Context: an optimization exercise on an open-source flow, tuned for small area, a short achievable clock period and few clock cycles per item. The choices shown serve that exercise and are no tape-out recipe. The RTL was checked by simulation tests, not by an equivalence proof against the original design.

===== design/flow/config.mk =====
export PLATFORM = sky130hd
export DESIGN_NAME = dc25_mixer
export DESIGN_NICKNAME = dc25_mixer
export VERILOG_FILES = /design/flow/design.v
export SDC_FILE = /design/flow/constraint.sdc
export NUM_CORES = 4
export LEC_CHECK = 0
export ABC_AREA = 1
export CAP_MARGIN = 20
export CORE_MARGIN = 2
export CORE_UTILIZATION = 55
export SLEW_MARGIN = 20

===== design/flow/constraint.sdc =====
create_clock -name core_clock -period 24.0 [get_ports {clk}]
set_input_delay 4.8000 -clock core_clock [delete_from_list [all_inputs] [get_ports {clk}]]
set_output_delay 4.8000 -clock core_clock [all_outputs]
set_load 0.01 [all_outputs]

===== design/flow/design.v =====
module fp_mul (
    input  wire [31:0] a,
    input  wire [31:0] b,
    input  wire        half,
    output reg  [31:0] y
);
    wire [7:0]  ea = a[30:23];
    wire [7:0]  eb = b[30:23];
    wire [22:0] fa = a[22:0];
    wire [22:0] fb = b[22:0];
    wire a_nan  = (ea == 8'hff) && (fa != 0);
    wire b_nan  = (eb == 8'hff) && (fb != 0);
    wire a_inf  = (ea == 8'hff) && (fa == 0);
    wire b_inf  = (eb == 8'hff) && (fb == 0);
    wire a_zero = (ea == 8'h00) && (fa == 0);
    wire b_zero = (eb == 8'h00) && (fb == 0);
    wire s      = a[31] ^ b[31];
    wire [23:0] ma0 = {ea != 8'h00, fa};
    wire [23:0] mb0 = {eb != 8'h00, fb};
    reg  [4:0]  la, lb;
    integer i;
    always @* begin
        la = 5'd0;
        lb = 5'd0;
        for (i = 0; i < 24; i = i + 1) begin
            if (ma0[i]) la = 5'd23 - i[4:0];
            if (mb0[i]) lb = 5'd23 - i[4:0];
        end
    end
    wire [23:0] ma = ma0 << la;
    wire [23:0] mb = mb0 << lb;
    wire signed [9:0] xa = ((ea == 8'h00) ? 10'sd1 : $signed({2'b0, ea})) - $signed({5'b0, la});
    wire signed [9:0] xb = ((eb == 8'h00) ? 10'sd1 : $signed({2'b0, eb})) - $signed({5'b0, lb});
    wire [47:0] p = ma * mb;
    wire signed [9:0] e47 = xa + xb - 10'sd126;
    wire top = p[47];
    wire signed [9:0] ex = top ? e47 : e47 - 10'sd1;
    wire [46:0] pn = top ? p[46:0] : {p[45:0], 1'b0};
    wire [25:0] win = {1'b1, pn[46:23], |pn[22:0]};
    wire [9:0]  shr = (ex >= 10'sd1) ? 10'd0 : (10'sd1 - ex);
    reg  [25:0] w;
    always @* begin
        if (shr >= 10'd26)
            w = 26'd1;
        else
            w = (win >> shr[4:0]) | {25'b0, |(win & ~({26{1'b1}} << shr[4:0]))};
    end
    wire [7:0]  ef  = (ex >= 10'sd1) ? ex[7:0] : 8'd0;
    wire        rnd = w[1] & (w[0] | w[2]);
    wire [30:0] rounded = {ef, w[24:2]} + {30'b0, rnd};
    wire        c_ovf  = (ex == 10'sd254) && (w[24:2] == 23'h7fffff) && rnd;
    wire [30:0] h_norm = {ex[7:0] - 8'd1, w[24:2]} + {30'b0, rnd};
    wire        h_inc  = rnd ? (w[2] | w[3]) : (w[2] & w[3]);
    wire [30:0] h_sub  = {1'b0, ef, w[24:3]} + {30'b0, h_inc};
    wire [30:0] h_res  = (ex >= 10'sd2) ? h_norm : h_sub;
    always @* begin
        if (a_nan || b_nan || (a_inf && b_zero) || (b_inf && a_zero))
            y = 32'h7fc00000;
        else if (a_inf || b_inf)
            y = {s, 8'hff, 23'b0};
        else if (a_zero || b_zero)
            y = {s, 31'b0};
        else if (ex >= 10'sd255 || (half && c_ovf))
            y = {s, 8'hff, 23'b0};
        else
            y = {s, half ? h_res : rounded};
    end
endmodule
module fp_add (
    input  wire [31:0] a,
    input  wire [31:0] b,
    output reg  [31:0] y
);
    wire a_nan = (a[30:23] == 8'hff) && (a[22:0] != 0);
    wire b_nan = (b[30:23] == 8'hff) && (b[22:0] != 0);
    wire a_inf = (a[30:23] == 8'hff) && (a[22:0] == 0);
    wire b_inf = (b[30:23] == 8'hff) && (b[22:0] == 0);
    wire        swap = b[30:0] > a[30:0];
    wire [31:0] x = swap ? b : a;
    wire [31:0] z = swap ? a : b;
    wire        xs = (x[30:23] == 8'h00);
    wire        zs = (z[30:23] == 8'h00);
    wire [23:0] mx = {~xs, x[22:0]};
    wire [23:0] mz = {~zs, z[22:0]};
    wire [7:0]  ex = xs ? 8'd1 : x[30:23];
    wire [7:0]  ez = zs ? 8'd1 : z[30:23];
    wire [7:0]  d  = ex - ez;
    reg  [26:0] zal;
    always @* begin
        if (d >= 8'd27)
            zal = {26'b0, |mz};
        else
            zal = ({mz, 3'b0} >> d[4:0]) | {26'b0, |({mz, 3'b0} & ~({27{1'b1}} << d[4:0]))};
    end
    wire        sub = x[31] ^ z[31];
    wire [27:0] s = sub ? ({1'b0, mx, 3'b0} - {1'b0, zal}) : ({1'b0, mx, 3'b0} + {1'b0, zal});
    wire [7:0]  lim = ex - 8'd1;
    wire [26:0] sm = s[26:0] | ((lim <= 8'd26) ? (27'h4000000 >> lim[4:0]) : 27'b0);
    reg  [4:0]  lz;
    integer i;
    always @* begin
        lz = 5'd0;
        for (i = 0; i < 27; i = i + 1)
            if (sm[i]) lz = 5'd26 - i[4:0];
    end
    wire [26:0] sl = s[26:0] << lz;
    wire [26:0] n  = s[27] ? {s[27:2], |s[1:0]} : sl;
    wire [8:0]  e  = s[27] ? {1'b0, ex} + 9'd1 : {1'b0, ex} - {4'b0, lz};
    wire        rnd = n[2] & (n[1] | n[0] | n[3]);
    wire [30:0] rounded = {e[7:0] - 8'd1, 23'b0} + {7'b0, n[26:3]} + {30'b0, rnd};
    always @* begin
        if (a_nan || b_nan || (a_inf && b_inf && (a[31] != b[31])))
            y = 32'h7fc00000;
        else if (a_inf)
            y = a;
        else if (b_inf)
            y = b;
        else if (s == 28'b0)
            y = {a[31] & b[31], 31'b0};
        else if (e >= 9'd255)
            y = {x[31], 8'hff, 23'b0};
        else
            y = {x[31], rounded};
    end
endmodule
module divc3 (
    input  wire [23:0] x,
    output reg  [27:0] q,
    output reg         rnz
);
    integer i, n;
    reg [2:0] s, s2;    
    reg       b;
    always @* begin
        s = 3'b1;
        for (i = 27; i >= 0; i = i - 1) begin
            b = (i >= 4) ? x[i - 4] : 1'b0;
            q[i] = 1'b0;
            for (n = 0; n < 3; n = n + 1)
                if (2 * n + 1 >= 3)
                    q[i] = q[i] | (s[n] & (b || (2 * n >= 3)));
            s2 = 3'b0;
            for (n = 0; n < 3; n = n + 1) begin
                s2[(2 * n) % 3]     = s2[(2 * n) % 3]     | (s[n] & ~b);
                s2[(2 * n + 1) % 3] = s2[(2 * n + 1) % 3] | (s[n] & b);
            end
            s = s2;
        end
        rnz = !s[0];
    end
endmodule
module divc5 (
    input  wire [23:0] x,
    output reg  [27:0] q,
    output reg         rnz
);
    integer i, n;
    reg [4:0] s, s2;    
    reg       b;
    always @* begin
        s = 5'b1;
        for (i = 27; i >= 0; i = i - 1) begin
            b = (i >= 4) ? x[i - 4] : 1'b0;
            q[i] = 1'b0;
            for (n = 0; n < 5; n = n + 1)
                if (2 * n + 1 >= 5)
                    q[i] = q[i] | (s[n] & (b || (2 * n >= 5)));
            s2 = 5'b0;
            for (n = 0; n < 5; n = n + 1) begin
                s2[(2 * n) % 5]     = s2[(2 * n) % 5]     | (s[n] & ~b);
                s2[(2 * n + 1) % 5] = s2[(2 * n + 1) % 5] | (s[n] & b);
            end
            s = s2;
        end
        rnz = !s[0];
    end
endmodule
module divc7 (
    input  wire [23:0] x,
    output reg  [27:0] q,
    output reg         rnz
);
    integer i, n;
    reg [6:0] s, s2;    
    reg       b;
    always @* begin
        s = 7'b1;
        for (i = 27; i >= 0; i = i - 1) begin
            b = (i >= 4) ? x[i - 4] : 1'b0;
            q[i] = 1'b0;
            for (n = 0; n < 7; n = n + 1)
                if (2 * n + 1 >= 7)
                    q[i] = q[i] | (s[n] & (b || (2 * n >= 7)));
            s2 = 7'b0;
            for (n = 0; n < 7; n = n + 1) begin
                s2[(2 * n) % 7]     = s2[(2 * n) % 7]     | (s[n] & ~b);
                s2[(2 * n + 1) % 7] = s2[(2 * n + 1) % 7] | (s[n] & b);
            end
            s = s2;
        end
        rnz = !s[0];
    end
endmodule
module fp_divk (
    input  wire [31:0] a,
    input  wire [3:0]  k,
    output reg  [31:0] y
);
    wire [7:0]  e = a[30:23];
    wire [23:0] m = {e != 8'h00, a[22:0]};
    wire [27:0] q3, q5, q7;
    wire        r3, r5, r7;
    divc3 u_d3 (.x(m), .q(q3), .rnz(r3));
    divc5 u_d5 (.x(m), .q(q5), .rnz(r5));
    divc7 u_d7 (.x(m), .q(q7), .rnz(r7));
    reg  [27:0] q16;
    reg         rnz;
    reg  [1:0]  j;
    always @* begin
        case (k)
            4'd3, 4'd6: begin q16 = q3; rnz = r3; end
            4'd5:       begin q16 = q5; rnz = r5; end
            4'd7:       begin q16 = q7; rnz = r7; end
            default:    begin q16 = {m, 4'b0}; rnz = 1'b0; end
        endcase
        case (k)
            4'd2, 4'd6: j = 2'd1;
            4'd4:       j = 2'd2;
            4'd8:       j = 2'd3;
            default:    j = 2'd0;
        endcase
    end
    wire [27:0] q    = q16 >> j;
    wire        qlow = (j == 2'd1 && q16[0]) || (j == 2'd2 && q16[1:0] != 2'b0) ||
                       (j == 2'd3 && q16[2:0] != 3'b0);
    wire [7:0]  ee = (e == 8'h00) ? 8'd1 : e;
    wire [1:0]  lz = q[27] ? 2'd0 : q[26] ? 2'd1 : q[25] ? 2'd2 : 2'd3;
    wire [1:0]  sh = (ee - 8'd1 < {6'b0, lz}) ? ee[1:0] - 2'd1 : lz;
    wire [27:0] n  = q << sh;
    wire [7:0]  ef = n[27] ? ee - {6'b0, sh} : 8'd0;
    wire        sticky = (n[2:0] != 3'b0) || rnz || qlow;
    wire        rnd = n[3] & (sticky | n[4]);
    wire [30:0] rounded = {ef, n[26:4]} + {30'b0, rnd};
    always @* begin
        if (e == 8'hff)
            y = (a[22:0] != 23'b0) ? 32'h7fc00000 : a;
        else if (a[30:0] == 31'b0)
            y = a;
        else
            y = {a[31], rounded};
    end
endmodule
module dc25_mixer (
    input  wire         clk,
    input  wire         rst,
    input  wire         start,
    input  wire [255:0] y,        
    input  wire [255:0] level,    
    input  wire [15:0]  route,    
    input  wire [31:0]  in_l,
    input  wire [31:0]  in_r,
    input  wire [31:0]  mix,
    output reg          done,
    output reg  [31:0]  out_l,
    output reg  [31:0]  out_r,
    output wire         nonfin
);
    localparam [31:0] ONE = 32'h3f800000;
    localparam [2:0] S_IDLE = 3'd0,
                     S_T    = 3'd1,    
                     S_LINE = 3'd2,    
                     S_PR   = 3'd3,    
                     S_QL   = 3'd4,    
                     S_QR   = 3'd5;    
    localparam G_T  = 0,    
               G_L  = 1,    
               G_R  = 2,    
               G_C  = 3,    
               G_PL = 4,    
               G_PR = 5,    
               G_QL = 6,    
               G_QR = 7;    
    reg [2:0]  state;
    reg [7:0]  mask;       
    reg [31:0] ma, mb;     
    reg        mh;         
    reg [7:0]  op1;        
    reg [31:0] c;          
    reg [7:0]  op2;        
    reg [31:0] t;          
    reg [31:0] reg_l, reg_r;   
    reg [3:0]  k_l, k_r;
    wire [7:0] act;
    genvar g;
    generate
        for (g = 0; g < 8; g = g + 1) begin : g_act
            wire [31:0] lv = level[32*g +: 32];
            assign act[g] = !lv[31] && (lv[30:0] != 31'b0) &&
                            !((lv[30:23] == 8'hff) && (lv[22:0] != 23'b0));
        end
    endgenerate
    wire [7:0] avail = (state == S_IDLE) ? act : mask;
    wire [7:0] pick  = avail & ~(avail - 8'd1);
    wire       any   = (avail != 8'b0);
    reg [31:0] y_s, l_s;
    reg [1:0]  r_s;
    integer d;
    always @* begin
        y_s = 32'b0;
        l_s = 32'b0;
        r_s = 2'b0;
        for (d = 0; d < 8; d = d + 1) begin
            y_s = y_s | ({32{pick[d]}} & y[32*d +: 32]);
            l_s = l_s | ({32{pick[d]}} & level[32*d +: 32]);
            r_s = r_s | ({2{pick[d]}} & route[2*d +: 2]);
        end
    end
    wire [7:0] line_op = (r_s == 2'd1) ? (8'd1 << G_R) :
                         (r_s == 2'd2) ? (8'd1 << G_C) : (8'd1 << G_L);
    wire        div_r = (state == S_QR);
    wire [31:0] div_a = div_r ? reg_r : reg_l;
    wire [3:0]  div_k = div_r ? k_r : k_l;
    wire [31:0] wet;
    fp_divk u_div (.a(div_a), .k(div_k), .y(wet));
    wire [31:0] prod;
    fp_mul u_mul (.a(ma), .b(mb), .half(mh), .y(prod));
    wire [31:0] sum_l, sum_r;
    fp_add u_addl (.a(reg_l), .b(c), .y(sum_l));
    fp_add u_addr (.a(reg_r), .b(c), .y(sum_r));
    assign nonfin = (out_l[30:23] == 8'hff) || (out_r[30:23] == 8'hff);
    always @(posedge clk) begin
        c <= prod;
        if (op2[G_T]) begin
            t     <= sum_l;
            reg_l <= 32'b0;
        end
        if (op2[G_L] || op2[G_C]) begin
            reg_l <= sum_l;
            k_l   <= k_l + 4'd1;
        end
        if (op2[G_R] || op2[G_C]) begin
            reg_r <= sum_r;
            k_r   <= k_r + 4'd1;
        end
        if (op2[G_PL])
            reg_l <= c;
        if (op2[G_PR])
            reg_r <= c;
        if (op2[G_QL])
            out_l <= sum_l;
        if (op2[G_QR])
            out_r <= sum_r;
        case (state)
            S_IDLE: if (start) begin
                ma    <= y_s;
                mb    <= l_s;
                mh    <= (r_s == 2'd2);
                mask  <= act & ~pick;
                t     <= mix;
                c     <= {~mix[31], mix[30:0]};
                reg_l <= ONE;
                reg_r <= 32'b0;
                k_l   <= 4'd0;
                k_r   <= 4'd0;
            end
            S_T, S_LINE: begin
                if (any) begin
                    ma   <= y_s;
                    mb   <= l_s;
                    mh   <= (r_s == 2'd2);
                    mask <= mask & ~pick;
                end else if (state == S_LINE) begin
                    ma <= in_l;
                    mb <= t;
                    mh <= 1'b0;
                end
            end
            S_PR: begin
                ma <= in_r;
                mb <= t;
            end
            S_QL, S_QR: begin
                ma <= (div_k != 4'd0) ? wet : 32'b0;
                mb <= mix;
            end
            default: ;
        endcase
        if (rst) begin
            state <= S_IDLE;
            op1   <= 8'b0;
            op2   <= 8'b0;
            done  <= 1'b0;
        end else begin
            op2  <= op1;
            done <= op2[G_QR];
            op1  <= 8'b0;
            case (state)
                S_IDLE: if (start) begin
                    op1   <= any ? line_op : 8'b0;
                    op2   <= 8'd1 << G_T;
                    state <= S_T;
                end
                S_T: begin
                    if (any)
                        op1 <= line_op;
                    state <= S_LINE;
                end
                S_LINE: begin
                    if (any)
                        op1 <= line_op;
                    else begin
                        op1   <= 8'd1 << G_PL;
                        state <= S_PR;
                    end
                end
                S_PR: begin
                    op1   <= 8'd1 << G_PR;
                    state <= S_QL;
                end
                S_QL: begin
                    op1   <= 8'd1 << G_QL;
                    state <= S_QR;
                end
                S_QR: begin
                    op1   <= 8'd1 << G_QR;
                    state <= S_IDLE;
                end
                default: state <= S_IDLE;
            endcase
        end
    end
endmodule

===== design/flow/run.sh =====
#!/bin/bash
# synth_recipe.tcl (not shown) runs the flow's synth.tcl, then flattens the netlist and writes it again
# the make line also repeats each setting of config.mk as NAME=value (left out here)
make -C /OpenROAD-flow-scripts/flow DESIGN_CONFIG=/design/flow/config.mk WORK_HOME=/design/flow/orfs CLKGATE_MAP_FILE= SYNTH_SCRIPT=/design/flow/synth_recipe.tcl finish

==> results of run 1 <==
==> state kept, by name (all words and copies together), names as in the netlist <==
signal and count:
reg_r 32, done 1, c 32, mask 8, ma 32, out_l 32
k_r 4, reg_l 32, op1 7, t 32, k_l 4, state 3
mh 1, mb 32, out_r 32, op2 8
==> final cells by class <==
type | count | area [sq um]
multi-input combinational | 9484 | 56780
fill | 12350 | 49050
timing repair buffer | 847 | 8100
sequential | 292 | 7223
inverter | 1828 | 6869
tap | 1755 | 2196
clock buffer | 45 | 1028
clock inverter | 23 | 282.8
antenna | 39 | 97.59
==> final timing paths <==
kind	end	cells past startpoint	start	slack, ps
worst min-delay path	op2[3]	2	op1[3]	410
worst min register to register	op2[3]	2	op1[3]	410
worst max register to register	c[0]	81	mb[3]	5450
worst max-delay path	c[0]	81	mb[3]	5450
==> per-stage QoR <==
| stage | instance area (sq um) | util (%) | hold WS [ps] | setup WS (ps) |
|---|---|---|---|---|
| 6_report | 82580 | 62.74 | 407.6 | 5451 |
| 5_1_grt | 82510 | 62.68 | 427.1 | 4625 |
| 4_1_cts | 82330 | 62.55 | 400.5 | 6600 |
| 3_5_place_dp | 81020 | 61.55 | 403.3 | 6625 |
| 3_3_place_gp | 81000 | 61.54 | 395.0 | 7030 |
| 2_1_floorplan | 73010 | - | 393.6 | 10880 |
==> metal layers <==
layer / global-route usage (%) / wire length, microns / up-vias / part of all wire (%)
met2: 77.53 / 151900 / 7906 / 40
met1: 59.89 / 123300 / 42370 / 32
met5: 2.279 / 459 / - / 0.12
met3: 23.57 / 57570 / 2299 / 15
met4: 53.53 / 49190 / 40 / 13
li1: - / - / 40290 / -
==> synthesized netlist by cell type (all sizes together) (67+ instances only) <==
library cell     n
nand2         3444
inv           1794
nand3         1356
nor2          1187
o21ai          733
a21oi          585
fa             500
ha             424
clkbuf         318
nand4          210
buf            192
dfxtp          155
edfxtp         137
nor3           129
xor2           125
nor4           107
a221oi          98
a31oi           67
==> critical path, delay by kind of cell (launching register included) <==
family | cells | cell delay, ps
AO/OA/AOI/OAI | 14 | 4340
XOR/XNOR | 1 | 170
flip-flops | 1 | 450
AND/OR/NAND/NOR | 42 | 6090
adder cells (fa/ha/maj) | 9 | 4010
buffers and inverters | 15 | 3200
==> cell families after synthesis <==
| family | synth area share [%] |
|---|---|
| AO/OA/AOI/OAI | 15.34 |
| XOR/XNOR | 2.024 |
| adder cells (fa/ha/maj) | 20.98 |
| buffers and inverters | 12.63 |
| flip-flops | 9.885 |
| multiplexers | 0.1234 |
| AND/OR/NAND/NOR | 39.02 |
==> impl_results.md, run 1 <==
* Number of remaining DRC errors at 0
* CTS Buffer Depth at 3
* Cts repair resizes at 0
* TritonCTS clock tree: done
* Area Growth Syn to Fin at 13.11%
* Area contributors post-synth: nand2_1 (17%), fa_1 (14%), nand3_1 (9.1%), inv_1 (8.7%), ha_1 (7.3%)
* Hold Crit Class: reg2reg
* # rows at 133
* Slowest Stage Delay on Critical Path at 1030 ps
* Clock Tree Root: clkbuf_16
* CP Class: reg2reg
* Vias in the first global route at 86,680
* Syn_nets at 13,670
* Fraction of the cycle the final worst path needs at 77.29%
* DP Cell Count at 14,200
* Ys Warns at 7
* Clk pin slew, worst setup/hold paths at 70 ps
* Max Cap Viol at 0
* Starting Density at 55.47%
* Post-CTS Hold Buffers at 0
* Final setup violating endpoints at 0
* Crit. End Element: flop
* Vias per cell at 6.491
* Htree depth at 2
* I/O pin count at 693
* Final wirelength at 382.4 mm
* Primary FF master, synth: dfxtp_1
* DP Wirelength at 305.5 mm
* Num Clock Sinks at 292
* Final Instance Count excl. Fillers at 14,310
* Final hold vios at 0
* Arr. time, crit path at 18,940 ps
* Setup TNS at 0 ps
* Sequential element share of the synthesized area at 9.885%
* Die width at 368.3 microns
* Yosys reg bits at 292
* Status: timing/DRC/antenna clean
* Measured slew at the worst slew-check pin at 1386 ps
* Yosys top cell area share at 17.29%
* Worst path slowest cell: a21oi_1
* Cell taking the most area after synthesis: nand2_1
* Fmax at 0.05391 GHz
* Commonest non-fill, non-tap cell in the layout: nand2_1
* First-pass GRT wire length at 556.0 mm
* Max Slew Vio Count at 0
* RSZ-0062 raised after global routing: false
* Wirelength per Cell at 26.72 microns
* Die Y at 368.3 microns
* Overflow after GRT at 0
* Largest net degree at the start of global routing at 110
* Number of flops mapped to enable cells by yosys at 137
* RePlAce Congestion at 1.151
* Initial antenna violation count at 53
* Netlist cell types at 93
* Post-route ant nets at 0
* CP Data Required Time at 24,390 ps
* Post-synthesis area per instance at 6.027 sq um
* Cell repeated most along the worst path: nand2_1
* Post-layout minimum cycle time at 18,550 ps
* Num CTS Buffers at 37
* Max_slew headroom at 7.606%
* Clk Latency, worst-skew pair at 620 ps
* Gate count after technology mapping at 12,110
* Post-synth ARST share at 0%
* Layout cells sized above 1 at 5.815%
* CP startpoint kind: flop
* Gr usage total at 54.59%
* Core area at 0.1316 sq mm
* # nets final at 14,040
* Worst clock skew at 38.56 ps
* DRT Pass-1 Iters at 10
* Post-CTS setup buffers at 0
* Via count at 92,910
* Cell Area, Synth at 0.07301 sq mm
* Die Footprint at 0.1357 sq mm
* Commonest cells after routing, fill and taps aside: nand2_1 (3,362), inv_1 (1,683), nand3_1 (1,332)
* Initial DRC count at 16,060
* Crit-path max FO at 33
* PortBufs at 692
Testbench counts, summed over its fixed seeds: cycles 108,090, frames 8,000.
==> inputs of run 2 (changes only) <==
--- a/design/flow/design.v
+++ b/design/flow/design.v
@@ -1,56 +1,71 @@
-module fp_mul (
+module fp_unpack (
     input  wire [31:0] a,
-    input  wire [31:0] b,
-    input  wire        half,
-    output reg  [31:0] y
+    output wire [37:0] u
 );
-    wire [7:0]  ea = a[30:23];
-    wire [7:0]  eb = b[30:23];
-    wire [22:0] fa = a[22:0];
-    wire [22:0] fb = b[22:0];
-    wire a_nan  = (ea == 8'hff) && (fa != 0);
-    wire b_nan  = (eb == 8'hff) && (fb != 0);
-    wire a_inf  = (ea == 8'hff) && (fa == 0);
-    wire b_inf  = (eb == 8'hff) && (fb == 0);
-    wire a_zero = (ea == 8'h00) && (fa == 0);
-    wire b_zero = (eb == 8'h00) && (fb == 0);
-    wire s      = a[31] ^ b[31];
-    wire [23:0] ma0 = {ea != 8'h00, fa};
-    wire [23:0] mb0 = {eb != 8'h00, fb};
-    reg  [4:0]  la, lb;
+    wire [7:0]  e    = a[30:23];
+    wire        den  = (e == 8'h00);
+    wire        emax = (e == 8'hff);
+    wire        frz  = (a[22:0] == 23'b0);
+    wire [23:0] m0   = {~den, a[22:0]};
+    reg  [4:0]  lz;
     integer i;
     always @* begin
-        la = 5'd0;
-        lb = 5'd0;
-        for (i = 0; i < 24; i = i + 1) begin
-            if (ma0[i]) la = 5'd23 - i[4:0];
-            if (mb0[i]) lb = 5'd23 - i[4:0];
-        end
+        lz = 5'd0;
+        for (i = 0; i < 24; i = i + 1)
+            if (m0[i]) lz = 5'd23 - i[4:0];
     end
-    wire [23:0] ma = ma0 << la;
-    wire [23:0] mb = mb0 << lb;
-    wire signed [9:0] xa = ((ea == 8'h00) ? 10'sd1 : $signed({2'b0, ea})) - $signed({5'b0, la});
-    wire signed [9:0] xb = ((eb == 8'h00) ? 10'sd1 : $signed({2'b0, eb})) - $signed({5'b0, lb});
+    wire [23:0] m = m0 << lz;
+    wire [9:0]  x = den ? (10'd1 - {5'b0, lz}) : {2'b0, e};
+    assign u = {a[31], emax && !frz, emax && frz, den && frz, x, m};
+endmodule
+module fp_mul (
+    input  wire [37:0] ua,
+    input  wire [37:0] ub,
+    input  wire        half,
+    output reg  [31:0] y
+);
+    wire        s      = ua[37] ^ ub[37];
+    wire        a_nan  = ua[36];
+    wire        b_nan  = ub[36];
+    wire        a_inf  = ua[35];
+    wire        b_inf  = ub[35];
+    wire        a_zero = ua[34];
+    wire        b_zero = ub[34];
+    wire signed [9:0] xa = ua[33:24];
+    wire signed [9:0] xb = ub[33:24];
+    wire [23:0] ma = ua[23:0];
+    wire [23:0] mb = ub[23:0];
     wire [47:0] p = ma * mb;
     wire signed [9:0] e47 = xa + xb - 10'sd126;
     wire top = p[47];
     wire signed [9:0] ex = top ? e47 : e47 - 10'sd1;
-    wire [46:0] pn = top ? p[46:0] : {p[45:0], 1'b0};
-    wire [25:0] win = {1'b1, pn[46:23], |pn[22:0]};
-    wire [9:0]  shr = (ex >= 10'sd1) ? 10'd0 : (10'sd1 - ex);
-    reg  [25:0] w;
-    always @* begin
-        if (shr >= 10'd26)
-            w = 26'd1;
-        else
-            w = (win >> shr[4:0]) | {25'b0, |(win & ~({26{1'b1}} << shr[4:0]))};
-    end
-    wire [7:0]  ef  = (ex >= 10'sd1) ? ex[7:0] : 8'd0;
+    wire [26:0] win = {p[47:22], |p[21:0]};
+    wire        big = (e47 >= 10'sd2);
+    wire [9:0]  shs = 10'sd2 - e47;
+    wire [26:0] wsf = win >> shs[4:0];
+    wire        wso = |(win & ~({27{1'b1}} << shs[4:0]));
+    wire [25:0] ws  = (shs >= 10'd27) ? 26'd1 : {wsf[25:1], wsf[0] | wso};
+    wire [25:0] wn = top ? {win[26:2], win[1] | win[0]} : win[25:0];
+    wire [25:0] w  = big ? wn : ws;
+    wire [7:0]  ef = big ? ex[7:0] : {7'b0, w[25]};
     wire        rnd = w[1] & (w[0] | w[2]);
-    wire [30:0] rounded = {ef, w[24:2]} + {30'b0, rnd};
+    function [30:0] inc31;
+        input [30:0] v;
+        input        c;
+        reg   [7:0]  i0, i1, i2;
+        reg   [9:0]  i3;
+        begin
+            i0 = {1'b0, v[6:0]} + {7'b0, c};
+            i1 = i0[7] ? {1'b0, v[13:7]} + 8'd1 : {1'b0, v[13:7]};
+            i2 = i1[7] ? {1'b0, v[20:14]} + 8'd1 : {1'b0, v[20:14]};
+            i3 = i2[7] ? v[30:21] + 10'd1 : v[30:21];
+            inc31 = {i3, i2[6:0], i1[6:0], i0[6:0]};
+        end
+    endfunction
+    wire [30:0] rounded = inc31({ef, w[24:2]}, rnd);
     wire        c_ovf  = (ex == 10'sd254) && (w[24:2] == 23'h7fffff) && rnd;
-    wire [30:0] h_norm = {ex[7:0] - 8'd1, w[24:2]} + {30'b0, rnd};
+    wire [30:0] h_norm = inc31({ex[7:0] - 8'd1, w[24:2]}, rnd);
     wire        h_inc  = rnd ? (w[2] | w[3]) : (w[2] & w[3]);
-    wire [30:0] h_sub  = {1'b0, ef, w[24:3]} + {30'b0, h_inc};
+    wire [30:0] h_sub  = inc31({1'b0, ef, w[24:3]}, h_inc);
     wire [30:0] h_res  = (ex >= 10'sd2) ? h_norm : h_sub;
     always @* begin
@@ -85,5 +100,8 @@
     wire [7:0]  ex = xs ? 8'd1 : x[30:23];
     wire [7:0]  ez = zs ? 8'd1 : z[30:23];
-    wire [7:0]  d  = ex - ez;
+    wire [7:0]  dxz = x[30:23] - z[30:23];
+    wire [7:0]  d_ab = ((a[30:23] == 8'h00) ? 8'd1 : a[30:23]) - ((b[30:23] == 8'h00) ? 8'd1 : b[30:23]);
+    wire [7:0]  d_ba = ((b[30:23] == 8'h00) ? 8'd1 : b[30:23]) - ((a[30:23] == 8'h00) ? 8'd1 : a[30:23]);
+    wire [7:0]  d  = swap ? d_ba : d_ab;
     reg  [26:0] zal;
     always @* begin
@@ -94,5 +112,20 @@
     end
     wire        sub = x[31] ^ z[31];
-    wire [27:0] s = sub ? ({1'b0, mx, 3'b0} - {1'b0, zal}) : ({1'b0, mx, 3'b0} + {1'b0, zal});
+    wire [27:0] opx = {1'b0, mx, 3'b0};
+    wire [27:0] opz = sub ? ~{1'b0, zal} : {1'b0, zal};
+    wire [7:0]  b0  = {1'b0, opx[6:0]} + {1'b0, opz[6:0]} + {7'b0, sub};
+    wire [7:0]  b1a = {1'b0, opx[13:7]} + {1'b0, opz[13:7]};
+    wire [7:0]  b1b = {1'b0, opx[13:7]} + {1'b0, opz[13:7]} + 8'd1;
+    wire [7:0]  b2a = {1'b0, opx[20:14]} + {1'b0, opz[20:14]};
+    wire [7:0]  b2b = {1'b0, opx[20:14]} + {1'b0, opz[20:14]} + 8'd1;
+    wire [7:0]  b3a = {1'b0, opx[27:21]} + {1'b0, opz[27:21]};
+    wire [7:0]  b3b = {1'b0, opx[27:21]} + {1'b0, opz[27:21]} + 8'd1;
+    wire        c1 = b0[7];
+    wire [7:0]  b1 = c1 ? b1b : b1a;
+    wire        c2 = b1[7];
+    wire [7:0]  b2 = c2 ? b2b : b2a;
+    wire        c3 = b2[7];
+    wire [7:0]  b3 = c3 ? b3b : b3a;
+    wire [27:0] s = {b3[6:0], b2[6:0], b1[6:0], b0[6:0]};
     wire [7:0]  lim = ex - 8'd1;
     wire [26:0] sm = s[26:0] | ((lim <= 8'd26) ? (27'h4000000 >> lim[4:0]) : 27'b0);
@@ -108,5 +141,16 @@
     wire [8:0]  e  = s[27] ? {1'b0, ex} + 9'd1 : {1'b0, ex} - {4'b0, lz};
     wire        rnd = n[2] & (n[1] | n[0] | n[3]);
-    wire [30:0] rounded = {e[7:0] - 8'd1, 23'b0} + {7'b0, n[26:3]} + {30'b0, rnd};
+    wire [30:0] pk = {n[26] ? e[7:0] : 8'd0, n[25:3]};
+    wire [7:0]  i0  = {1'b0, pk[6:0]} + {7'b0, rnd};
+    wire [7:0]  i1a = {1'b0, pk[13:7]};
+    wire [7:0]  i1b = {1'b0, pk[13:7]} + 8'd1;
+    wire [7:0]  i2a = {1'b0, pk[20:14]};
+    wire [7:0]  i2b = {1'b0, pk[20:14]} + 8'd1;
+    wire [9:0]  i3a = pk[30:21];
+    wire [9:0]  i3b = pk[30:21] + 10'd1;
+    wire [7:0]  i1  = i0[7] ? i1b : i1a;
+    wire [7:0]  i2  = i1[7] ? i2b : i2a;
+    wire [9:0]  i3  = i2[7] ? i3b : i3a;
+    wire [30:0] rounded = {i3[9:0], i2[6:0], i1[6:0], i0[6:0]};
     always @* begin
         if (a_nan || b_nan || (a_inf && b_inf && (a[31] != b[31])))
@@ -262,6 +306,6 @@
     input  wire [31:0]  mix,
     output reg          done,
-    output reg  [31:0]  out_l,
-    output reg  [31:0]  out_r,
+    output wire [31:0]  out_l,
+    output wire [31:0]  out_r,
     output wire         nonfin
 );
@@ -283,5 +327,5 @@
     reg [2:0]  state;
     reg [7:0]  mask;       
-    reg [31:0] ma, mb;     
+    reg [37:0] ma, mb;     
     reg        mh;         
     reg [7:0]  op1;        
@@ -323,10 +367,24 @@
     wire [31:0] wet;
     fp_divk u_div (.a(div_a), .k(div_k), .y(wet));
+    reg  [31:0] a_s, b_s;
+    always @* begin
+        case (state)
+            S_IDLE, S_T: begin a_s = y_s;  b_s = l_s; end
+            S_LINE:      begin a_s = any ? y_s : in_l; b_s = any ? l_s : t; end
+            S_PR:        begin a_s = in_r; b_s = t;   end
+            default:     begin a_s = (div_k != 4'd0) ? wet : 32'b0; b_s = mix; end
+        endcase
+    end
+    wire [37:0] ua, ub;
+    fp_unpack u_ua (.a(a_s), .u(ua));
+    fp_unpack u_ub (.a(b_s), .u(ub));
     wire [31:0] prod;
-    fp_mul u_mul (.a(ma), .b(mb), .half(mh), .y(prod));
+    fp_mul u_mul (.ua(ma), .ub(mb), .half(mh), .y(prod));
     wire [31:0] sum_l, sum_r;
     fp_add u_addl (.a(reg_l), .b(c), .y(sum_l));
     fp_add u_addr (.a(reg_r), .b(c), .y(sum_r));
-    assign nonfin = (out_l[30:23] == 8'hff) || (out_r[30:23] == 8'hff);
+    assign out_l  = reg_l;
+    assign out_r  = reg_r;
+    assign nonfin = (reg_l[30:23] == 8'hff) || (reg_r[30:23] == 8'hff);
     always @(posedge clk) begin
         c <= prod;
@@ -348,11 +406,11 @@
             reg_r <= c;
         if (op2[G_QL])
-            out_l <= sum_l;
+            reg_l <= sum_l;
         if (op2[G_QR])
-            out_r <= sum_r;
+            reg_r <= sum_r;
         case (state)
             S_IDLE: if (start) begin
-                ma    <= y_s;
-                mb    <= l_s;
+                ma    <= ua;
+                mb    <= ub;
                 mh    <= (r_s == 2'd2);
                 mask  <= act & ~pick;
@@ -366,21 +424,17 @@
             S_T, S_LINE: begin
                 if (any) begin
-                    ma   <= y_s;
-                    mb   <= l_s;
+                    ma   <= ua;
+                    mb   <= ub;
                     mh   <= (r_s == 2'd2);
                     mask <= mask & ~pick;
                 end else if (state == S_LINE) begin
-                    ma <= in_l;
-                    mb <= t;
+                    ma <= ua;
+                    mb <= ub;
                     mh <= 1'b0;
                 end
             end
-            S_PR: begin
-                ma <= in_r;
-                mb <= t;
-            end
-            S_QL, S_QR: begin
-                ma <= (div_k != 4'd0) ? wet : 32'b0;
-                mb <= mix;
+            S_PR, S_QL, S_QR: begin
+                ma <= ua;
+                mb <= ub;
             end
             default: ;
--- a/design/flow/config.mk
+++ b/design/flow/config.mk
@@ -9,4 +9,4 @@
 export CAP_MARGIN = 20
 export CORE_MARGIN = 2
-export CORE_UTILIZATION = 55
+export CORE_UTILIZATION = 40
 export SLEW_MARGIN = 20
==> impl_results.md, run 2 <==
* Min-delay src: op1[2]
* Post-CTS Hold Buffers at 0 (unchanged)
* Netlist cell types at 91 (-2.2%)
* Status: timing/DRC/antenna clean
* Largest net degree at the start of global routing at 111 (+0.91%)
* Area contributors post-synth: nand2_1 (18%), fa_1 (15%), nand3_1 (9.1%), inv_1 (8.8%), ha_1 (7.6%)
* Post-CTS setup buffers at 0 (unchanged)
* Vias in the first global route at 78,190 (-9.8%)
* Wirelength per Cell at 27.17 microns (+1.7%)
* Post-route ant nets at 0 (unchanged)
* Worst clock skew at 46.55 ps (+7.985 ps)
* Crit path from: c[24]
* Clk pin slew, worst setup/hold paths at 70 ps (about the same)
* Final Util at 46.15% (-17 points)
* Number of remaining DRC errors at 0 (unchanged)
* Core area at 0.1695 sq mm (+29%)
* Final setup violating endpoints at 0 (unchanged)
* Num Clock Sinks at 238 (-18%)
* Worst setup margin at 8024 ps (+2573 ps)
* Measured slew at the worst slew-check pin at 1291 ps (-94.54 ps)
* Arr. time, crit path at 16,510 ps (-2430 ps)
* Overflow after GRT at 0 (unchanged)
* Via count at 84,720 (-8.8%)
* Commonest cells after routing, fill and taps aside: nand2_1 (3,190), inv_1 (1,594), nand3_1 (1,243)
* CP Class: reg2reg
* Clock Tree Root: clkbuf_16
* Die width at 417.2 microns (+13%)
* RSZ-0062 raised after global routing: false
* Yosys reg bits at 238 (-18%)
* Fmax at 0.06259 GHz (+16%)
* CTS Buffer Depth at 3 (unchanged)
* CP startpoint kind: flop
* Ys Warns at 8 (+1)
* Gr usage total at 41.96% (-13 points)
* Worst slack at placement at 8863 ps (+2238 ps)
* Syn_nets at 12,910 (-5.5%)
* PortBufs at 692 (unchanged)
* Post-synth ARST share at 0% (unchanged)
* Num CTS Buffers at 30 (-19%)
* Vias per cell at 6.054 (-6.7%)
* Yosys top cell area share at 17.54% (+0.25 points)
* Slowest Stage Delay on Critical Path at 810 ps (-220 ps)
* CP Data Required Time at 24,530 ps (+140 ps)
* Largest regs: ma (37), mb (37)
* Post-layout minimum cycle time at 15,980 ps (-2573 ps)
* Worst path slowest cell: inv_1
* Final hold vios at 0 (unchanged)
* Cell taking the most area after synthesis: nand2_1
* Primary FF master, synth: dfxtp_1
* Die Y at 417.2 microns (+13%)
* Htree depth at 1 (-1)
* First-pass GRT wire length at 541.2 mm (-2.7%)
* Area of the multi-input gates at 0.05429 sq mm (-4.4%)
* RePlAce Congestion at 1.088 (-5.5%)
* Setup TNS at 0 ps (unchanged)
* Area Growth Syn to Fin at 14.53%
* Final wirelength at 380.1 mm (-0.59%)
* Top post-synthesis cells by count: nand2_1 (3,191), inv_1 (1,596), nand3_1 (1,243)
* Number of flops mapped to enable cells by yosys at 83 (-39%)
* Initial DRC count at 12,140 (-24%)
* Layout cells sized above 1 at 3.689% (-2.1 points)
* # nets final at 13,250 (-5.6%)
* Cts repair resizes at 0 (unchanged)
* RR Startpoint: c[24]
* Starting Density at 40.30% (-15 points)
* Max Slew Vio Count at 0 (unchanged)
* TritonCTS clock tree: done
* Initial antenna violation count at 79 (+49%)
* DRT Pass-1 Iters at 7 (-3)
* Filler cells at 17,940 (+45%)
* Post-synthesis area per instance at 6.003 sq um (-0.40%)
* # rows at 151 (+14%)
* Sequential element share of the synthesized area at 8.193% (-1.7 points)
* Reg area at 0.005598 sq mm (-23%)
* Hold_ws at 411.7 ps (+4.101 ps)
* Most common cell in the netlist: nand2_1
* Crit-path max FO at 27 (-18%)
* Cell repeated most along the worst path: nand2_1
* Crit. End Element: flop
* Commonest non-fill, non-tap cell in the layout: nand2_1
* Clk Latency, worst-skew pair at 670 ps (+50 ps)
* Gate count after technology mapping at 11,380 (-6.1%)
* Max_slew headroom at 13.91% (+6.3 points)
* Fraction of the cycle the final worst path needs at 66.57% (-11 points)
* DP Wirelength at 317.5 mm (+3.9%)
* Max Cap Viol at 0 (unchanged)
* Cell Area, Synth at 0.06829 sq mm (-6.5%)
* Hold Crit Class: reg2reg
* Die Footprint at 0.1740 sq mm (+28%)
* I/O pin count at 693 (unchanged)
[run 2: cell count changes in the layout (fill, tap and decap cells not counted), sizes merged, moves of 73 or more]
cell   previous run  this run
inv            1800      1644
xor2            125       210
o21ai           733       825
nand2          3444      3217
nor2           1187       662
nand3          1356      1283
[run 2: final timing paths]
| check | end | slack (ps) | cells past startpoint |
|---|---|---|---|
| setup / recovery | reg_r[0] | 8020 | 70 |
| hold reg to reg | op2[2] | 410 | 2 |
| hold / removal | op2[2] | 410 | 2 |
| setup reg to reg | reg_r[0] | 8020 | 70 |
[run 2: cell families after synthesis]
group / synth area share [%]
and+or+nand+nor: 36.30
buffers and inverters: 12.52
AOI/OAI and AO/OA: 17.12
adders and majority gates: 22.12
xor gates and xnor gates: 3.281
DFF: 8.193
muxes: 0.4709
[run 2: per-stage QoR]
| stage | area, sq um | std cells |
|---|---|---|
| 2_1_floorplan | 68290 | 11380 |
| 3_3_place_gp | 77060 | 13900 |
| 3_5_place_dp | 77100 | 13900 |
| 4_1_cts | 78110 | 13960 |
| 5_1_grt | 78200 | 13990 |
| 6_report | 78220 | 13990 |
[run 2: layer usage]
layer	global-route usage (%)	share of wire, %	routed length, microns	vias up
li1	-	-	-	38250
met1	59.72	43	163600	40400
met2	60.80	41	156400	5208
met3	8.576	11	40830	843
met4	18.17	5.0	19180	22
met5	0	0.034	131	-
[run 2: critical path, delay by kind of cell (launching register included)]
kind | cells | cell delay [ps]
AOI/OAI and AO/OA | 14 | 2680
xor gates and xnor gates | 6 | 1140
adders and majority gates | 5 | 1720
buffers and inverters | 11 | 3170
DFF | 1 | 710
and+or+nand+nor | 34 | 6390
[run 2: area by class of cell]
cell class | count | area share (%)
Clock inverter | 23 | 0.2959
Multi-Input combinational cell | 8921 | 69.42
Tap cell | 2218 | 3.548
Clock buffer | 33 | 1.001
Antenna cell | 36 | 0.1152
Inverter | 1669 | 8.021
Sequential cell | 238 | 7.157
Timing Repair Buffer | 855 | 10.45
Testbench counts of run 2, summed over its fixed seeds: cycles 108,090, frames 8,000.
==> inputs of run 3 (changes only) <==
--- a/design/flow/design.v
+++ b/design/flow/design.v
@@ -100,5 +100,4 @@
     wire [7:0]  ex = xs ? 8'd1 : x[30:23];
     wire [7:0]  ez = zs ? 8'd1 : z[30:23];
-    wire [7:0]  dxz = x[30:23] - z[30:23];
     wire [7:0]  d_ab = ((a[30:23] == 8'h00) ? 8'd1 : a[30:23]) - ((b[30:23] == 8'h00) ? 8'd1 : b[30:23]);
     wire [7:0]  d_ba = ((b[30:23] == 8'h00) ? 8'd1 : b[30:23]) - ((a[30:23] == 8'h00) ? 8'd1 : a[30:23]);
@@ -153,4 +152,6 @@
     wire [9:0]  i3  = i2[7] ? i3b : i3a;
     wire [30:0] rounded = {i3[9:0], i2[6:0], i1[6:0], i0[6:0]};
+    wire zero = (a[30:0] == b[30:0]) && (sub || (a[30:0] == 31'b0));
+    wire ovf  = s[27] && (ex == 8'd254);
     always @* begin
         if (a_nan || b_nan || (a_inf && b_inf && (a[31] != b[31])))
@@ -160,7 +161,7 @@
         else if (b_inf)
             y = b;
-        else if (s == 28'b0)
+        else if (zero)
             y = {a[31] & b[31], 31'b0};
-        else if (e >= 9'd255)
+        else if (ovf)
             y = {x[31], 8'hff, 23'b0};
         else
@@ -330,5 +331,5 @@
     reg        mh;         
     reg [7:0]  op1;        
-    reg [31:0] c;          
+    reg [31:0] c_l, c_r;   
     reg [7:0]  op2;        
     reg [31:0] t;          
@@ -382,11 +383,12 @@
     fp_mul u_mul (.ua(ma), .ub(mb), .half(mh), .y(prod));
     wire [31:0] sum_l, sum_r;
-    fp_add u_addl (.a(reg_l), .b(c), .y(sum_l));
-    fp_add u_addr (.a(reg_r), .b(c), .y(sum_r));
+    fp_add u_addl (.a(reg_l), .b(c_l), .y(sum_l));
+    fp_add u_addr (.a(reg_r), .b(c_r), .y(sum_r));
     assign out_l  = reg_l;
     assign out_r  = reg_r;
     assign nonfin = (reg_l[30:23] == 8'hff) || (reg_r[30:23] == 8'hff);
     always @(posedge clk) begin
-        c <= prod;
+        c_l <= prod;
+        c_r <= prod;
         if (op2[G_T]) begin
             t     <= sum_l;
@@ -402,7 +404,7 @@
         end
         if (op2[G_PL])
-            reg_l <= c;
+            reg_l <= c_l;
         if (op2[G_PR])
-            reg_r <= c;
+            reg_r <= c_r;
         if (op2[G_QL])
             reg_l <= sum_l;
@@ -416,5 +418,5 @@
                 mask  <= act & ~pick;
                 t     <= mix;
-                c     <= {~mix[31], mix[30:0]};
+                c_l   <= {~mix[31], mix[30:0]};
                 reg_l <= ONE;
                 reg_r <= 32'b0;
==> impl_results.md, run 3 <==
* Status: timing/DRC/antenna clean
* Post-synthesis area per instance at 5.999 sq um (about the same)
* Starting Density at 40.27% (about the same)
* Largest net degree at the start of global routing at 89 (-20%)
* Worst setup margin at 9868 ps (+1844 ps)
* I/O pin count at 693 (unchanged)
* Crit-path max FO at 36 (+33%)
* Cts repair resizes at 0 (unchanged)
* Post-synth ARST share at 0% (unchanged)
* Core area at 0.1738 sq mm (+2.6%)
* Die width at 422.3 microns (+1.2%)
* Ys Warns at 8 (unchanged)
* Measured slew at the worst slew-check pin at 1123 ps (-168.0 ps)
* Post-CTS Hold Buffers at 0 (unchanged)
* CP Data Required Time at 24,410 ps (-120 ps)
* TritonCTS clock tree: done
* Max Used Layer: met5
* Max_slew headroom at 24.42% (+11 points)
* RSZ-0062 raised after global routing: false
* Initial antenna violation count at 34 (-57%)
* Post-route ant nets at 0 (unchanged)
* Num Clock Sinks at 270 (+13%)
* Arr. time, crit path at 14,540 ps (-1970 ps)
* Post-DP Area at 0.07871 sq mm (+2.1%)
* Worst Hold Path EP: op2[6]
* Sequential element share of the synthesized area at 8.909% (+0.72 points)
* Max Cap Viol at 0 (unchanged)
* PortBufs at 692 (unchanged)
* Htree depth at 2 (+1)
* Number of remaining DRC errors at 0 (unchanged)
* Hold Path Cell Cnt at 2 (unchanged)
* Fmax at 0.07076 GHz (+13%)
* # rows at 153 (+1.3%)
* Vias in the first global route at 78,990 (+1.0%)
* Commonest cells after routing, fill and taps aside: nand2_1 (3,349), inv_1 (1,655), nand3_1 (1,344)
* Die Footprint at 0.1784 sq mm (+2.5%)
* Worst path slowest cell: nor2_4
* DP Wirelength at 296.6 mm (-6.6%)
* RR Startpoint: reg_r[29]
* # nets final at 13,530 (+2.1%)
* Primary FF master, synth: dfxtp_1
* Number of flops mapped to enable cells by yosys at 83 (unchanged)
* Bufs and invs on worst path at 12 (+1)
* Post-CTS setup buffers at 0 (unchanged)
* Worst slack at placement at 9592 ps (+729.3 ps)
* RePlAce Congestion at 1.062 (-2.3%)
* First-pass GRT wire length at 520.9 mm (-3.8%)
* Area Growth Syn to Fin at 14.23%
* DR WL met2 at 151.7 mm (-3.0%)
* Final setup violating endpoints at 0 (unchanged)
* Final Instance Area at 0.07995 sq mm (+2.2%)
* Yosys top cell area share at 17.97% (+0.43 points)
* DRT Pass-1 Iters at 8 (+1)
* CP startpoint kind: primary input
* Gate count after technology mapping at 11,670 (+2.6%)
* Post-layout minimum cycle time at 14,130 ps (-1844 ps)
* CP Class: in2reg
* Clock Tree Root: clkbuf_16
* Worst clock skew at 31.17 ps (-15.38 ps)
* Routed wl met3 at 35.31 mm (-14%)
* Fraction of the cycle the final worst path needs at 58.89% (-7.7 points)
* Commonest non-fill, non-tap cell in the layout: nand2_1
* DP Cell Count at 14,280 (+2.7%)
* Stages on worst setup path at 44 (-37%)
* Num CTS Buffers at 34 (+13%)
* Initial DRC count at 10,370 (-15%)
* Syn_nets at 13,200 (+2.2%)
* Setup TNS at 0 ps (unchanged)
* Cell Area, Synth at 0.06999 sq mm (+2.5%)
* Wirelength per Cell at 24.94 microns (-8.2%)
* Clk Latency, worst-skew pair at 580 ps (-90 ps)
* Final wirelength at 358.2 mm (-5.8%)
* Worst r2r dst: reg_r[30]
* Cell taking the most area after synthesis: nand2_1
* CTS Buffer Depth at 3 (unchanged)
* Most common cell in the netlist: nand2_1
* Min-delay src: op1[6]
* Top post-synthesis cells by count: nand2_1 (3,350), inv_1 (1,659), nand3_1 (1,344)
* Hold_ws at 444.0 ps (+32.28 ps)
* Via count at 84,380 (-0.40%)
* Reg2Reg Depth at 69 (-1.4%)
* Metal-1 WL at 150.9 mm (-7.8%)
* Slowest Stage Delay on Critical Path at 850 ps (+40 ps)
* Final Util at 46.00% (-0.16 points)
* Crit. End Element: flop
* Final Instance Count excl. Fillers at 14,360 (+2.6%)
* Overflow after GRT at 0 (unchanged)
* R2r setup slk at 9940 ps (+1920 ps)
* Worst path top cell family by delay: simple AND/OR/NAND/NOR gates
* Vias per cell at 5.875 (-3.0%)
* Gr usage total at 38.57% (-3.4 points)
* Area contributors post-synth: nand2_1 (18%), fa_1 (14%), nand3_1 (9.6%), inv_1 (8.9%), ha_1 (7.3%)
* Yosys reg bits at 270 (+13%)
* Die Y at 422.3 microns (+1.2%)
* Clk pin slew, worst setup/hold paths at 60 ps (about the same)
* Netlist cell types at 96 (+5.5%)
* Hold Crit Class: reg2reg
* Layout cells sized above 1 at 3.669% (-0.019 points)
* Final hold vios at 0 (unchanged)
* Max Slew Vio Count at 0 (unchanged)
* Largest regs: ma (37), mb (37)
==> run 3: cell types whose count changed in the layout (fill, tap and decap cells not counted), moves of 12 or more <==
cell	change
o211ai_1	-12
o2111ai_1	-15
inv_1	+61
nor2_1	+42
nand3_1	+101
diode_2	-16
a21oi_1	-65
nor3_1	-48
dfxtp_1	+32
o21ai_0	+19
nand2_2	+12
nand2_1	+159
==> run 3: worst max-delay path by stage <==
stage	slack (ps)	end	from
2_1_floorplan	12660	c_l[26]	mb[0]
3_3_place_gp	9670	mb[15]	level[1]
3_5_place_dp	9590	mb[15]	level[5]
4_1_cts	10130	mb[15]	level[5]
5_1_grt	8520	ma[7]	state[1]
6_report	9870	mb[15]	level[5]
==> run 3: routing by layer <==
layer,up-vias,GRT usage (%)
li1,38950,-
met1,40190,52.90
met2,4519,57.72
met3,712,7.462
met4,18,18.81
met5,-,0
==> run 3: cell type report <==
cell class	count	area, sq um
multi-input cells	9108	54960
inverters	1730	6502
clock buffers	41	908.4
flip-flops and latches	270	6241
clock inverters	20	266.5
diodes	20	50.05
well taps	2325	2909
fillers	18600	93870
repair buffers	849	8113
==> run 3: kinds of logic after synthesis <==
family,after synthesis,share of synthesized area (%)
mux,27,0.3879
flops,270,8.909
xor+xnor,255,3.250
simple gates,6002,37.08
buf+inv,2290,12.78
fa+ha+maj,905,21.50
compound gates,1919,16.09
==> run 3: worst min-delay path, delay by kind of cell, from the launching register on <==
kind / cells / cell delay, ps
DFF: 1 / 300
buffers and inverters: 1 / 60
and+or+nand+nor: 1 / 50
Testbench counts of run 3, summed over its fixed seeds: cycles 108,090, frames 8,000.
==> inputs of run 4 (changes only) <==
--- a/design/flow/design.v
+++ b/design/flow/design.v
@@ -336,4 +336,5 @@
     reg [31:0] reg_l, reg_r;   
     reg [3:0]  k_l, k_r;
+    reg        div_r;      
     wire [7:0] act;
     genvar g;
@@ -363,5 +364,4 @@
     wire [7:0] line_op = (r_s == 2'd1) ? (8'd1 << G_R) :
                          (r_s == 2'd2) ? (8'd1 << G_C) : (8'd1 << G_L);
-    wire        div_r = (state == S_QR);
     wire [31:0] div_a = div_r ? reg_r : reg_l;
     wire [3:0]  div_k = div_r ? k_r : k_l;
@@ -444,4 +444,5 @@
         if (rst) begin
             state <= S_IDLE;
+            div_r <= 1'b0;
             op1   <= 8'b0;
             op2   <= 8'b0;
@@ -477,8 +478,10 @@
                     op1   <= 8'd1 << G_QL;
                     state <= S_QR;
+                    div_r <= 1'b1;
                 end
                 S_QR: begin
                     op1   <= 8'd1 << G_QR;
                     state <= S_IDLE;
+                    div_r <= 1'b0;
                 end
                 default: state <= S_IDLE;
==> impl_results.md, run 4 <==
* Die Y at 428.5 microns (+1.5%)
* Num Clock Sinks at 271 (+0.37%)
* CP Data Required Time at 24,430 ps (+20 ps)
* DR WL met2 at 158.4 mm (+4.4%)
* CP Class: in2reg
* Status: timing/DRC/antenna clean
* Area of the multi-input gates at 0.05627 sq mm (+2.4%)
* CP startpoint kind: primary input
* Post-synth ARST share at 0% (unchanged)
* Primary FF master, synth: dfxtp_1
* Clock Tree Root: clkbuf_16
* Worst path top cell family by delay: compound AO/OA/AOI/OAI gates
* Number of flops mapped to enable cells by yosys at 83 (unchanged)
* Vias in the first global route at 80,390 (+1.8%)
* Initial DRC count at 9,852 (-5.0%)
* Gr usage total at 39.04% (+0.48 points)
* Post-CTS Hold Buffers at 0 (unchanged)
* Slowest Stage Delay on Critical Path at 680 ps (-170 ps)
* Most common cell in the netlist: nand2_1
* Clk Latency, worst-skew pair at 610 ps (+30 ps)
* Hold Crit Class: reg2reg
* DP Wirelength at 310.0 mm (+4.5%)
* Reg2Reg Depth at 66 (-4.3%)
* Commonest non-fill, non-tap cell in the layout: nand2_1
* RSZ-0062 raised after global routing: false
* Max Used Layer: met5
* Wirelength per Cell at 25.76 microns (+3.3%)
* Crit-path max FO at 39 (+8.3%)
* Netlist cell types at 106 (+10%)
* Sequential element share of the synthesized area at 8.680% (-0.23 points)
* Post-synthesis area per instance at 6.139 sq um (+2.3%)
* Filler cells at 19,110 (+2.7%)
* End of the critical path: mb[15]
* Htree depth at 2 (unchanged)
* Final Util at 45.53% (-0.47 points)
* Initial antenna violation count at 33 (-2.9%)
* Layout cells sized above 1 at 5.950% (+2.3 points)
* I/O pin count at 693 (unchanged)
* Largest regs: ma (37), mb (37)
* Die width at 428.5 microns (+1.5%)
* Number of remaining DRC errors at 0 (unchanged)
* Post-route ant nets at 0 (unchanged)
* CTS Buffer Depth at 3 (unchanged)
* Reg area at 0.006262 sq mm (+0.34%)
* Routed wl met3 at 34.46 mm (-2.4%)
* Yosys reg bits at 271 (+0.37%)
* Crit path from: level[4]
* Stages on worst setup path at 43 (-2.3%)
* Clk pin slew, worst setup/hold paths at 60 ps (about the same)
* Cts repair resizes at 0 (unchanged)
* Final setup violating endpoints at 0 (unchanged)
* TritonCTS clock tree: done
* Largest net degree at the start of global routing at 113 (+27%)
* RePlAce Congestion at 1.072 (+0.92%)
* Area contributors post-synth: nand2_1 (17%), fa_1 (14%), inv_1 (8.5%), nand3_1 (8.3%), ha_1 (7.1%)
* Cell repeated most along the worst path: o21ai_0
* Area Growth Syn to Fin at 12.95%
* First-pass GRT wire length at 539.2 mm (+3.5%)
* Worst path slowest cell: nand2_1
* DRT Pass-1 Iters at 7 (-1)
* Overflow after GRT at 0 (unchanged)
* Vias per cell at 5.867 (-0.13%)
* Commonest cells after routing, fill and taps aside: nand2_1 (3,347), inv_1 (1,628), nand3_1 (1,193)
* Crit. End Element: flop
* Fmax at 0.07529 GHz (+6.4%)
* Post-CTS setup buffers at 0 (unchanged)
* Final wirelength at 372.5 mm (+4.0%)
* Top post-synthesis cells by count: nand2_1 (3,347), inv_1 (1,633), nand3_1 (1,193)
* Num CTS Buffers at 36 (+5.9%)
* Arr. time, crit path at 13,710 ps (-830 ps)
* Worst r2r dst: c_l[19]
* Cell taking the most area after synthesis: nand2_1
* R2r setup slk at 10,800 ps (+860 ps)
* Max Slew Vio Count at 0 (unchanged)
* Setup TNS at 0 ps (unchanged)
* Max Cap Viol at 0 (unchanged)
* PortBufs at 692 (unchanged)
* Die Footprint at 0.1836 sq mm (+2.9%)
* # rows at 155 (+1.3%)
* Core area at 0.1788 sq mm (+2.9%)
* Ys Warns at 8 (unchanged)
* Yosys top cell area share at 17.43% (-0.53 points)
* Syn_nets at 13,270 (+0.55%)
* Final hold vios at 0 (unchanged)
* Cell Area, Synth at 0.07207 sq mm (+3.0%)
* Via count at 84,850 (+0.56%)
* Metal-1 WL at 156.8 mm (+3.9%)
* # nets final at 13,590 (+0.48%)
* RR Startpoint: mb[3]
* Post-layout minimum cycle time at 13,280 ps (-849.7 ps)
* Gate count after technology mapping at 11,740 (+0.62%)
* Bufs and invs on worst path at 12 (unchanged)
* Starting Density at 40.31% (about the same)
* Max_slew headroom at 16.65% (-7.8 points)
* Fraction of the cycle the final worst path needs at 55.34% (-3.5 points)
* Measured slew at the worst slew-check pin at 1237 ps (+113.8 ps)
* Worst clock skew at 36.29 ps (+5.116 ps)
run 4: through the flow:
step                      hold slack [ps]  setup slack [ps]  cells  instance area [sq um]
after CTS                           413.5             10850  14440                  81320
after global routing                442.8              9782  14460                  81390
final                               414.7             10720  14460                  81410
after detailed placement            401.6             10310  14370                  80050
after floorplan                     393.6             13010  11740                  72070
after global placement              397.8             10390  14370                  80040
run 4: how the worst min path moves through the flow:
stage	startpoint	to	depth (start not counted)
after global placement	op1[4]	op2[4]	2
after CTS	op1[4]	op2[4]	2
after floorplan	op1[1]	op2[1]	2
after detailed placement	op1[2]	op2[2]	2
final	op1[4]	op2[4]	2
after global routing	op1[4]	op2[4]	2
run 4: final cells by class:
cell class	instances	area share (%)
antenna	23	0.07070
clock buffer	45	1.248
multi-input combinational	9178	69.12
sequential	271	7.692
inverter	1728	8.007
clock inverter	19	0.3166
tap	2355	3.619
timing repair buffer	843	9.930
run 4: logic make-up after synthesis:
kind of cell,after synthesis,synth area share (%)
AOI/OAI and AO/OA,1951,16.30
xor gates and xnor gates,247,3.022
adders and majority gates,905,20.88
buffers and inverters,2291,13.41
DFF,271,8.680
muxes,21,0.2916
and+or+nand+nor,6054,37.42
run 4: per-layer routing:
| metal | up-vias | track usage, % |
|---|---|---|
| met5 | - | 0 |
| met3 | 833 | 7.527 |
| li1 | 39190 | - |
| met2 | 4336 | 58.85 |
| met4 | 18 | 20.51 |
| met1 | 40480 | 52.70 |
run 4: worst reg2reg max path, delay by kind of cell, from the launching register on:
kind | cells | cell delay, ps
multiplexers | 1 | 110
flip-flops | 1 | 330
buffers and inverters | 11 | 1420
AND/OR/NAND/NOR | 28 | 3160
adder cells (fa/ha/maj) | 10 | 4330
XOR/XNOR | 1 | 170
AO/OA/AOI/OAI | 15 | 3620
Testbench counts of run 4, summed over its fixed seeds: cycles 108,090, frames 8,000.
==> inputs of run 5 (changes only) <==
--- a/design/flow/config.mk
+++ b/design/flow/config.mk
@@ -9,4 +9,4 @@
 export CAP_MARGIN = 20
 export CORE_MARGIN = 2
-export CORE_UTILIZATION = 40
+export CORE_UTILIZATION = 50
 export SLEW_MARGIN = 20
==> impl_results.md, run 5 <==
* Post-synthesis compound-gate area fraction at 16.30% (unchanged)
* Most common cell in the netlist: nand2_1
* Adder and majority gate portion of the synthesized area at 20.88% (unchanged)
* Yosys top cell area share at 17.43% (unchanged)
* Number of remaining DRC errors at 0 (unchanged)
* Gate count after technology mapping at 11,740 (unchanged)
* CP Data Required Time at 24,510 ps (+80 ps)
* Largest regs: ma (37), mb (37)
* Worst Hold Path EP: op2[6]
* Crit-path max FO at 34 (-13%)
* Arr. time, crit path at 14,560 ps (+850 ps)
* RR Startpoint: ma[10]
* DP Wirelength at 298.2 mm (-3.8%)
* Initial antenna violation count at 59 (+79%)
* Clk pin slew, worst setup/hold paths at 60 ps (about the same)
* Largest family of logic cells by synthesized area: simple AND/OR/NAND/NOR gates
* CTS Buffer Depth at 3 (unchanged)
* Sequential element share of the synthesized area at 8.680% (unchanged)
* Htree depth at 2 (unchanged)
* Commonest cells after routing, fill and taps aside: nand2_1 (3,346), inv_1 (1,627), nand3_1 (1,193)
* Vias in the first global route at 82,550 (+2.7%)
* Area share of and/or/nand/nor cells after synthesis at 37.42% (unchanged)
* CP startpoint kind: flop
* DP Cell Count at 13,930 (-3.1%)
* Ys Warns at 8 (unchanged)
* Cell repeated most along the worst path: nand2_1
* Num Clock Sinks at 271 (unchanged)
* Gr usage total at 47.87% (+8.8 points)
* Core area at 0.1433 sq mm (-20%)
* TritonCTS clock tree: done
* PortBufs at 692 (unchanged)
* Largest net degree at the start of global routing at 97 (-14%)
* Fmax at 0.07115 GHz (-5.5%)
* # rows at 139 (-10%)
* Die Footprint at 0.1472 sq mm (-20%)
* Max_slew headroom at 10.07% (-6.6 points)
* Final Instance Area at 0.08088 sq mm (-0.65%)
* First-pass GRT wire length at 529.5 mm (-1.8%)
* Num CTS Buffers at 35 (-2.8%)
* Netlist cell types at 106 (unchanged)
* Post-synthesis mux area share at 0.2917% (unchanged)
* Die width at 383.7 microns (-10%)
* Post-route ant nets at 0 (unchanged)
* Crit. End Element: flop
* Syn_nets at 13,270 (unchanged)
* Setup TNS at 0 ps (unchanged)
* Status: timing/DRC/antenna clean
* Commonest non-fill, non-tap cell in the layout: nand2_1
* Overflow after GRT at 0 (unchanged)
* Clk Latency, worst-skew pair at 600 ps (about the same)
* Cell taking the most area after synthesis: nand2_1
* Post-layout minimum cycle time at 14,050 ps (+771.5 ps)
* Primary FF master, synth: dfxtp_1
* R2r setup slk at 9950 ps (-850 ps)
* I/O pin count at 693 (unchanged)
* Measured slew at the worst slew-check pin at 1349 ps (+111.7 ps)
* CP Class: reg2reg
* Worst path slowest cell: edfxtp_1
* Post-Synth XOR/XNOR Area at 3.022% (unchanged)
* Via count at 88,460 (+4.2%)
* Slowest Stage Delay on Critical Path at 1200 ps (+520 ps)
* Post-DP Area at 0.07956 sq mm (-0.61%)
* Vias per cell at 6.299 (+7.4%)
* Top post-synthesis cells by count: nand2_1 (3,347), inv_1 (1,633), nand3_1 (1,193)
* Post-synth ARST share at 0% (unchanged)
* Final hold vios at 0 (unchanged)
* Layout cells sized above 1 at 6.039% (+0.089 points)
* Cell Area, Synth at 0.07207 sq mm (unchanged)
## run 5: per-layer routing
| metal | wire length, microns | vias to the layer above | GRT usage, % |
|---|---|---|---|
| li1 | - | 39240 | - |
| met1 | 134500 | 41240 | 58.55 |
| met2 | 147600 | 6491 | 68.44 |
| met3 | 51240 | 1449 | 17.72 |
| met4 | 33190 | 36 | 34.75 |
| met5 | 822 | - | 3.151 |
## run 5: worst max-delay path by stage
stage	endpoint	cells after the start	slack, ps	from
CTS	c_l[27]	70	10460	ma[10]
finish	c_l[28]	72	9950	ma[10]
global route	c_l[26]	70	9140	ma[10]
detailed placement	mb[15]	42	10420	level[130]
global placement	c_l[26]	70	10610	ma[10]
floorplan	c_l[28]	81	13010	mb[0]
## run 5: layout make-up
cell class / instances / area (sq um)
flip-flops and latches: 271 / 6261
inverters: 1728 / 6519
repair buffers: 849 / 8114
well taps: 1903 / 2381
fillers: 14160 / 62430
diodes: 50 / 125.1
clock buffers: 44 / 953.4
clock inverters: 19 / 193.9
multi-input cells: 9178 / 56330
## run 5: worst max-delay path, delay by kind of cell, from the launching register on
family,cells,cell delay (ps)
fa+ha+maj,10,4550
simple gates,36,4300
compound gates,13,2500
flops,1,1200
buf+inv,11,1050
xor+xnor,1,200
mux,1,140
## run 5: kinds of logic after synthesis
family,count (synthesis)
compound gates,1951
xor+xnor,247
fa+ha+maj,905
buf+inv,2291
flops,271
mux,21
simple gates,6054
## run 5: through the flow
stage               hold WS, ps  utilization (%)  setup slack (ps)
global route              460.0            56.40              9141
finish                    436.7            56.44              9946
floorplan                 393.6                -             13010
detailed placement        419.2            55.52             10420
CTS                       453.2            56.32             10460
global placement          408.5            55.48             10610

[port drivers added, routing unchanged]
No port has a modelled driver above. Below, the same layouts with a new extraction and two added sets of constraints. Step 1 assumes that a clkbuf_16 drives the clock port and a buf_2 every other input. Step 2, shift: input delay + t, output delay - t, t = (earliest + latest rising clock arrival at the registers) / 2. This alone moves slack from input paths to output paths. Slacks: ideal / step 1 / step 2; pairs: ideal / step 1.
run	shift t [ns]	setup WS [ns]	hold WS [ns]	latest minus earliest clock arrival (ns)	slew at the worst register clock pin (ns)
run 1	0.663	5.451 / 5.451 / 5.451	0.408 / 0.408 / 0.408	0.039 / 0.039	0.08 / 0.08
run 2	0.718	8.024 / 8.024 / 8.024	0.412 / 0.412 / 0.412	0.047 / 0.047	0.08 / 0.08
run 3	0.639	9.868 / 9.917 / 9.277	0.444 / 0.444 / 0.444	0.032 / 0.031	0.08 / 0.08
run 4	0.700	10.717 / 10.794 / 10.094	0.415 / 0.415 / 0.415	0.039 / 0.039	0.09 / 0.09
run 5	0.653	9.946 / 9.946 / 9.946	0.437 / 0.437 / 0.437	0.043 / 0.043	0.07 / 0.07
After both steps setup and hold are still met in every run listed. For run 4, which loses most, drivers alone change the setup slack by +0.077 ns; drivers and shift together by -0.623 ns.
